This is an optimization exercise on Yosys and OpenROAD, whose aim is small area and a short achievable clock period, not a production implementation. Only the layout flow was run in this run; the RTL was not checked for function there. Power and IR drop assume default switching activity.

==> flow/design.v <==
module ovarint_core (
    input  wire         clk,
    input  wire         rst,
    input  wire         in_valid,
    input  wire [4:0]   cmd,         
    input  wire [127:0] val_in,
    input  wire [127:0] bytes_in,    
    input  wire [4:0]   len_in,
    output reg          out_valid,
    output reg  [2:0]   status,
    output reg  [4:0]   len_out,
    output reg  [127:0] bytes_out,   
    output reg  [127:0] val_out
);
    localparam [2:0] ST_OK        = 3'd0;
    localparam [2:0] ST_OUTRANGE  = 3'd1;
    localparam [2:0] ST_TRUNCATED = 3'd2;
    localparam [2:0] ST_ILLEGAL   = 3'd4;
    integer i, k, m;
    wire       dir  = cmd[4];
    wire       sgn  = cmd[3];
    wire [2:0] wsel = cmd[2:0];
    wire w8 = (wsel == 3'd0), w16 = (wsel == 3'd1), w32 = (wsel == 3'd2),
         w64 = (wsel == 3'd3), w128 = wsel[2];
    reg [127:0] wide;
    always @* begin
        wide = val_in;
        if (w8)  wide[15:8]  = {8{sgn & val_in[7]}};
        if (w16) wide[23:16] = {8{sgn & val_in[15]}};
        if (w32) wide[39:32] = {8{sgn & val_in[31]}};
        if (w64) wide[71:64] = {8{sgn & val_in[63]}};
    end
    reg [15:1] f;
    reg [8:0]  g;
    always @* begin
        for (k = 1; k < 16; k = k + 1) begin
            g = val_in[8 * k - 5 +: 9];
            f[k] = sgn ? (|g & ~&g) : |g[8:1];
        end
        if (sgn) begin
            if (w8)  f[1] = |val_in[7:3]   & ~&val_in[7:3];
            if (w16) f[2] = |val_in[15:11] & ~&val_in[15:11];
            if (w32) f[4] = |val_in[31:27] & ~&val_in[31:27];
            if (w64) f[8] = |val_in[63:59] & ~&val_in[63:59];
        end else begin
            if (w8)  f[1] = |val_in[7:4];
            if (w16) f[2] = |val_in[15:12];
            if (w32) f[4] = |val_in[31:28];
            if (w64) f[8] = |val_in[63:60];
        end
        if (w8)  f[15:2] = 14'd0;
        if (w16) f[15:3] = 13'd0;
        if (w32) f[15:5] = 11'd0;
        if (w64) f[15:9] = 7'd0;
    end
    wire s_e = sgn & (w8 ? val_in[7] : w16 ? val_in[15] : w32 ? val_in[31] : w64 ? val_in[63] : val_in[127]);
    wire oor_e = w128 & (sgn ? (|val_in[127:123] & ~&val_in[127:123]) : (|val_in[127:124]));
    wire [7:0] hdr  = bytes_in[7:0];
    wire       negd = sgn & ~hdr[7];
    wire [3:0] n_d  = sgn ? (hdr[6:3] ^ {4{~hdr[7]}}) : hdr[7:4];
    wire [7:0] hdr_v = sgn ? {{5{negd}}, hdr[2:0]} : {4'd0, hdr[3:0]};
    reg [127:0] x_a;         
    reg         n3_a;        
    reg [7:0]   h_a;         
    reg [3:0]   nd_a;        
    reg         dir_a, sgn_a;
    reg         s_a;         
    reg [2:0]   wsel_a;
    reg         oor_a;       
    reg [4:0]   len_a;       
    reg         v_a;
    always @(posedge clk) begin
        if (rst)
            v_a <= 1'b0;
        else
            v_a <= in_valid;
        x_a    <= dir ? {bytes_in[127:8], hdr_v} : wide;
        n3_a   <= |f[15:8];
        h_a    <= (|f[15:8]) ? f[15:8] : {f[7:1], 1'b0};
        nd_a   <= n_d;
        dir_a  <= dir;
        sgn_a  <= sgn;
        s_a    <= s_e;
        wsel_a <= wsel;
        oor_a  <= oor_e;
        len_a  <= len_in;
    end
    reg [2:0] n_lo;
    always @* begin
        n_lo = 3'd0;
        for (k = 1; k < 8; k = k + 1)
            if (h_a[k]) n_lo = k;
    end
    wire [3:0] n_e = {n3_a, n_lo};
    wire [3:0] n = dir_a ? nd_a : n_e;
    wire       fill = x_a[7];
    wire [3:0] sh   = ~n;
    reg [127:0] r, y;
    always @* begin
        for (i = 0; i < 16; i = i + 1)
            r[8 * i +: 8] = x_a[8 * (15 - i) +: 8];
        y = r;
        if (sh[3]) y = {{64{fill}}, y[127:64]};
        if (sh[2]) y = {{32{fill}}, y[127:32]};
        if (sh[1]) y = {{16{fill}}, y[127:16]};
        if (sh[0]) y = {{8{fill}},  y[127:8]};
    end
    wire [7:0] y0 = dir_a ? y[7:0] :
                    sgn_a ? {~s_a, n ^ {4{s_a}}, y[2:0]} : {n, y[3:0]};
    wire [127:0] res = {y[127:8], y0};
    wire negd_a = x_a[7];
    reg [15:0] c, p, q;
    always @* begin
        for (m = 0; m < 16; m = m + 1)
            c[m] = negd_a ? (&x_a[8 * m +: 8]) : ~(|x_a[8 * m +: 8]);
        p[0] = c[0];
        for (m = 1; m < 16; m = m + 1)
            p[m] = p[m - 1] & c[m];
        for (m = 0; m < 15; m = m + 1)
            q[m] = p[m] & (~sgn_a | (x_a[8 * m + 15] == negd_a));
        q[15] = p[15];
    end
    reg  [3:0] wb;        
    always @* begin
        case (wsel_a)
            3'd0:    wb = 4'd1;
            3'd1:    wb = 4'd2;
            3'd2:    wb = 4'd4;
            default: wb = 4'd8;
        endcase
    end
    wire [4:0] dw   = {1'b0, nd_a} - {1'b0, wb};
    wire       fits = wsel_a[2] | dw[4] | q[dw[3:0]];
    wire trunc = ~len_a[4] & (len_a[3:0] <= nd_a);
    reg [2:0] st;
    always @* begin
        if (wsel_a > 3'd4) st = ST_ILLEGAL;
        else if (!dir_a)   st = oor_a ? ST_OUTRANGE : ST_OK;
        else if (trunc)    st = ST_TRUNCATED;
        else if (!fits)    st = ST_OUTRANGE;
        else               st = ST_OK;
    end
    always @(posedge clk) begin
        if (rst)
            out_valid <= 1'b0;
        else
            out_valid <= v_a;
        status    <= st;
        len_out   <= (st == ST_OK) ? ({1'b0, n} + 5'd1) : 5'd0;
        y_b       <= res;
    end
    reg [127:0] y_b;
    always @* begin
        bytes_out = y_b;
        val_out   = y_b;
    end
endmodule
==> flow/flow/run.sh <==
#!/bin/bash
set -euo pipefail
export BUFFER_PORTS_ARGS="-buffer_cell sky130_fd_sc_hd__buf_1"
export SETUP_SLACK_MARGIN=5.15
bash standard.sh > standard.log 2>&1
==> flow/standard.sh <==
#!/bin/bash
# synth_recipe.tcl (not shown) runs the flow's synth.tcl, then flattens the netlist and writes it again
# the make line also repeats each setting of config.mk as NAME=value (left out here)
make -C /OpenROAD-flow-scripts/flow DESIGN_CONFIG=/design/flow/config.mk WORK_HOME=/design/flow/orfs CLKGATE_MAP_FILE= SYNTH_SCRIPT=/design/flow/synth_recipe.tcl "${@:-finish}"
==> flow/config.mk <==
export PLATFORM = sky130hd
export DESIGN_NAME = ovarint_core
export DESIGN_NICKNAME = ovarint_core
export VERILOG_FILES = /design/flow/design.v
export SDC_FILE = /design/flow/constraint.sdc
export NUM_CORES = 4
export LEC_CHECK = 0
export CAP_MARGIN = 20
export CORE_MARGIN = 2
export CORE_UTILIZATION = 45
export CTS_CLUSTER_DIAMETER = 60
export CTS_CLUSTER_SIZE = 20
export PLACE_DENSITY = 0.55
export SLEW_MARGIN = 20
==> flow/constraint.sdc <==
create_clock -name core_clock -period 8.0 [get_ports {clk}]
set_input_delay 1.6000 -clock core_clock [delete_from_list [all_inputs] [get_ports {clk}]]
set_output_delay 1.6000 -clock core_clock [all_outputs]
set_load 0.01 [all_outputs]
==> run summary <==
-- where the power goes --
group	internal, mW	switching [mW]	leakage [nW]
Combinational	0.521	0.821	4.45
Sequential	1.66	0.254	2.44
Clock	0.677	0.668	0.445
-- how the worst max path moves through the flow --
stage	from	to	slack, ns	depth (start not counted)
6_report	x_a[27]$_DFF_P_	status[0]$_DFF_P_	5.10	7
5_1_grt	x_a[27]$_DFF_P_	status[0]$_DFF_P_	5.06	7
4_1_cts	x_a[29]$_DFF_P_	status[0]$_DFF_P_	5.10	7
3_5_place_dp	cmd[3]	h_a[6]$_DFF_P_	3.74	6
3_3_place_gp	cmd[3]	h_a[6]$_DFF_P_	3.76	6
2_1_floorplan	cmd[4]	x_a[100]$_DFF_P_	5.05	4
-- state kept, by name, summed over array words and instances, names as in the netlist, 3 cells and up --
| name | count |
|---|---|
| nd_a | 4 |
| status | 3 |
| y_b | 128 |
| h_a | 7 |
| x_a | 128 |
| len_a | 5 |
| len_out | 5 |
| wsel_a | 3 |
-- metal layers --
| layer | wire [um] | track usage (%) |
|---|---|---|
| met3 | 6530 | 5.81 |
| met4 | 2770 | 12.8 |
| met2 | 31000 | 57.0 |
| met5 | 9 | 0 |
| met1 | 27300 | 46.7 |
-- cell families (layout without fill, tap and decap cells) --
family                   Yosys count  in the layout
flip-flops                       290            290
multiplexers                     323            324
adder cells (fa/ha/maj)           10             10
AO/OA/AOI/OAI                    321            321
buffers and inverters            265            634
AND/OR/NAND/NOR                  471            471
other                              0              1
XOR/XNOR                          19             19
-- cells in the mapped netlist, types with 7 or more instances --
cell                        instances  share of area, %
sky130_fd_sc_hd__dfxtp_1          290                37
sky130_fd_sc_hd__nand2_1          235               5.6
sky130_fd_sc_hd__mux2i_1          169                11
sky130_fd_sc_hd__buf_4            138               6.5
sky130_fd_sc_hd__mux2_2           111               7.9
sky130_fd_sc_hd__a21oi_1           86               2.7
sky130_fd_sc_hd__clkbuf_1          75               1.8
sky130_fd_sc_hd__o21ai_0           73               2.3
sky130_fd_sc_hd__nand4_1           60               2.4
sky130_fd_sc_hd__a31oi_1           44               1.7
sky130_fd_sc_hd__nor4_1            44               1.7
sky130_fd_sc_hd__mux4_2            43               6.1
sky130_fd_sc_hd__nand3_1           40               1.3
sky130_fd_sc_hd__nor2_1            31              0.73
sky130_fd_sc_hd__a211oi_1          19              0.90
sky130_fd_sc_hd__inv_1             19              0.45
sky130_fd_sc_hd__nor3_1            19              0.60
sky130_fd_sc_hd__xnor2_1           18              0.99
sky130_fd_sc_hd__o2bb2ai_1         17              0.94
sky130_fd_sc_hd__buf_2             16              0.50
sky130_fd_sc_hd__o31ai_1           15              0.71
sky130_fd_sc_hd__or3_1             12              0.47
sky130_fd_sc_hd__a41oi_1           10              0.55
sky130_fd_sc_hd__buf_1             10              0.24
sky130_fd_sc_hd__ha_1               9              0.71
sky130_fd_sc_hd__a41o_1             8              0.50
sky130_fd_sc_hd__o22ai_1            8              0.31
sky130_fd_sc_hd__or4_1              7              0.33
-- cell type report --
type                            instances  area (um^2)  area share (%)
Antenna cell                            1         2.50          0.0131
Clock buffer                           29          693            3.64
Clock inverter                         17          225            1.18
Inverter                               21          104           0.545
Multi-Input combinational cell       1145         9070            47.6
Sequential cell                       290         5810            30.5
Tap cell                              455          569            2.99
Timing Repair Buffer                  567         2560            13.5
-- repair_timing --
item | CTS | global route
gates resized for setup | 86 | 98
endpoints found under the setup margin | 221 | 165
buffers inserted | 7 | 8
gates cloned | 2 | 4
pin swaps | 5 | 18
-- metrics by stage --
step	setup WS, ns	power (mW)	instance area [um^2]
finish	5.10	4.61	19000
global route	5.06	4.79	19000
CTS	5.10	4.56	18600
detailed placement	3.74	3.20	17100
global placement	3.76	3.19	17100
floorplan	5.05	2.80	15900
==> out/summary.log <==
[status] outcome timing/DRC/antenna clean
[sta] endpoints failing setup 0
[cells_and_area] final net count 2331
[floorplanning] Die Y-Extent 192 um
[drt] total iterations of the first detailed-routing run 5
[sta] peak clock frequency supported by timing 0.344 GHz
[yosys] mux contribution to synthesized area 24.6%
[sta] unrepaired setup endpoints after global routing yes
[global_routing] total routing usage reported by global routing 35.0%
[sta] final period utilization 36.3%
[drt] final WL 67500 um
[placed_design] routability congestion estimate from global placement 0.952
[critical_path] critical register-to-register path startpoint x_a[27]$_DFF_P_
[cells_and_area] most common cell after layout, fill and taps aside sky130_fd_sc_hd__buf_1
[placed_design] sum of net half-perimeters after detailed placement 51300 um
[yosys] net count after synthesis 1978
[critical_path] slowest stage cell, crit path sky130_fd_sc_hd__or4_1
[critical_path] arrival time at the worst endpoint 3.37 ns
[drt] final antenna-violating net count 0
[sta] setup_tns 0 ns
[floorplanning] number of I/O pins 534
[clock_tree] cell chosen for the clock root sky130_fd_sc_hd__clkbuf_16
[sta] hold violation count in the final report 0
[sta] final-report max-slew violation count 0
[clock_tree] register clock-pin slew on the reported worst setup and hold paths 0.08 ns
[critical_path] slack of the worst reg-to-reg path 5.10 ns
[yosys] number of enable flip-flop cells after synthesis 0
[drt] Routed WL per cell 26.7 um
[cells_and_area] core utilization of the finished layout 55.0%
[global_routing] pin count of the biggest net entering global routing 83
[critical_path] cell family with the largest share of critical-path delay simple AND/OR/NAND/NOR gates
[power] leakage power of the design 7.34 nW
[yosys] adder and majority gate portion of the synthesized area 0.835%
[job] count of max-cap constraint violations 0
[drt] mean number of vias per cell 6.04
[floorplanning] Core Region 0.0346 mm^2
[yosys] Synth async-reset ratio 0%
[yosys] part of the Yosys area used for sequential elements 36.5%
[cells_and_area] ratio of cells with drive above 1 in the final layout 16.4%
[floorplanning] DIE AREA 0.0368 mm^2
[min_path] start point of the worst hold path v_a$_SDFF_PP0_
[yosys] post-synthesis cell type count 63
[global_routing] number of antenna violations at the first check in global routing 1
[clock_tree] cts bufs inserted 27
[clock_tree] CTS Hold Buffers Added 0
[power] Peak supply drop 194 uV
[yosys] share of synthesized cell area in and, or, nand and nor gates 14.2%
[yosys] dominant register cell in the synthesized netlist sky130_fd_sc_hd__dfxtp_1
[critical_path] maximum single-stage delay on the critical path 0.57 ns
[yosys] number of warnings printed during yosys synthesis 1
[yosys] dominant combinational cell family by area after synthesis multiplexers
[sta] final critical delay including setup and external delays 2.90 ns
[critical_path] category of the worst setup path capture point register
[critical_path] worst-path maximum fanout 7
[critical_path] buffers plus inverters on the worst setup path 0
[sta] actual slew at the worst max-slew pin 1.02 ns
[global_routing] wire length of the first global-routing pass 93900 um
[sta] minimum hold slack 0.452 ns
[clock_tree] clock latency on the worst-skew pair 0.57 ns
[yosys] count of mapped cells out of synthesis 1699
[critical_path] worst-path cell chain or4_1 > nor4_2 > a2bb2oi_2 > nand4_1 > a2111oi_4 > o21ai_0 > and3b_1
[floorplanning] starting density of the core 45.9%
[yosys] post-synthesis instance area 0.0159 mm^2
[clock_tree] TritonCTS clock tree built
[clock_tree] clock buffer depth 3
[clock_tree] deepest level of the CTS H-tree 1
[cells_and_area] commonest cells after routing, fill and taps aside sky130_fd_sc_hd__buf_1 (506), sky130_fd_sc_hd__dfxtp_1 (285), sky130_fd_sc_hd__nand2_1 (232), sky130_fd_sc_hd__mux2i_1 (159), sky130_fd_sc_hd__mux2_2 (110)
[floorplanning] overall die width 192 um
[placed_design] post-placement cell count 2457
[cells_and_area] post-route non-filler standard cell count 2525
[sta] Relative slew margins 32.0%
[cells_and_area] Synth-to-Final Area Change 19.8%
[yosys] Synth Area in Compound Gates 12.9%
[critical_path] critical path required time 8.47 ns
[yosys] post-synthesis area per instance 9.35 um^2
[placed_design] count of buffers from port buffering 533
[global_routing] remaining global-route overflow 0
[power] PD cells 242 mW/mm^2
[drt] Iter 0 DRT Violations 1655
[min_path] HP Class register to register
[sta] Clock Skews 0.0223 ns
[critical_path] capturing point of the worst reg2reg path status[0]$_DFF_P_
[min_path] count of cells along the worst hold path 1
[floorplanning] number of placement rows 68
[critical_path] Startpoint Class register
[drt] number of remaining DRC errors 0
[global_routing] number of global-route vias before repair 14200
[yosys] parity-gate share of the synthesized area counting xor and xnor cells 1.05%
[yosys] #FFs+latches synth 290
[min_path] Hold EP out_valid$_SDFF_PP0_
[drt] vias post-DR 15200
[clock_tree] TritonCTS Sinks 290
[cells_and_area] fillers 3229
[critical_path] depth of the most critical reg-to-reg path 7
[critical_path] critical path class register to register

afterwards: timing with drivers on the ports:
The flow's constraints put no driver on any port. The routed layout listed below was extracted and timed again, unchanged, in two steps.
Step 1 sets driving cells, clkbuf_16 on the clock port and buf_2 on the other inputs (assumed; they add their load-dependent delay and slew).
Step 2 adds t to the input delays and takes it off the output delays; t is the mean of the earliest and latest rising clock arrival at the registers after step 1. Input paths then give back, and output paths get back, about the clock's delay inside the block.
a / b / c = ideal / step 1 / step 2; a / b = the first two.
t, ns: 0.614
setup WS [ns]: 5.097 / 5.097 / 4.611
worst setup path at the end: input to register
latest minus earliest clock arrival (ns): 0.022 / 0.022
cell pins on the clock port's net: 1
After both steps this run still meets setup and hold. For this run, drivers alone change the setup slack by 0.000 ns; drivers and shift together by -0.486 ns.
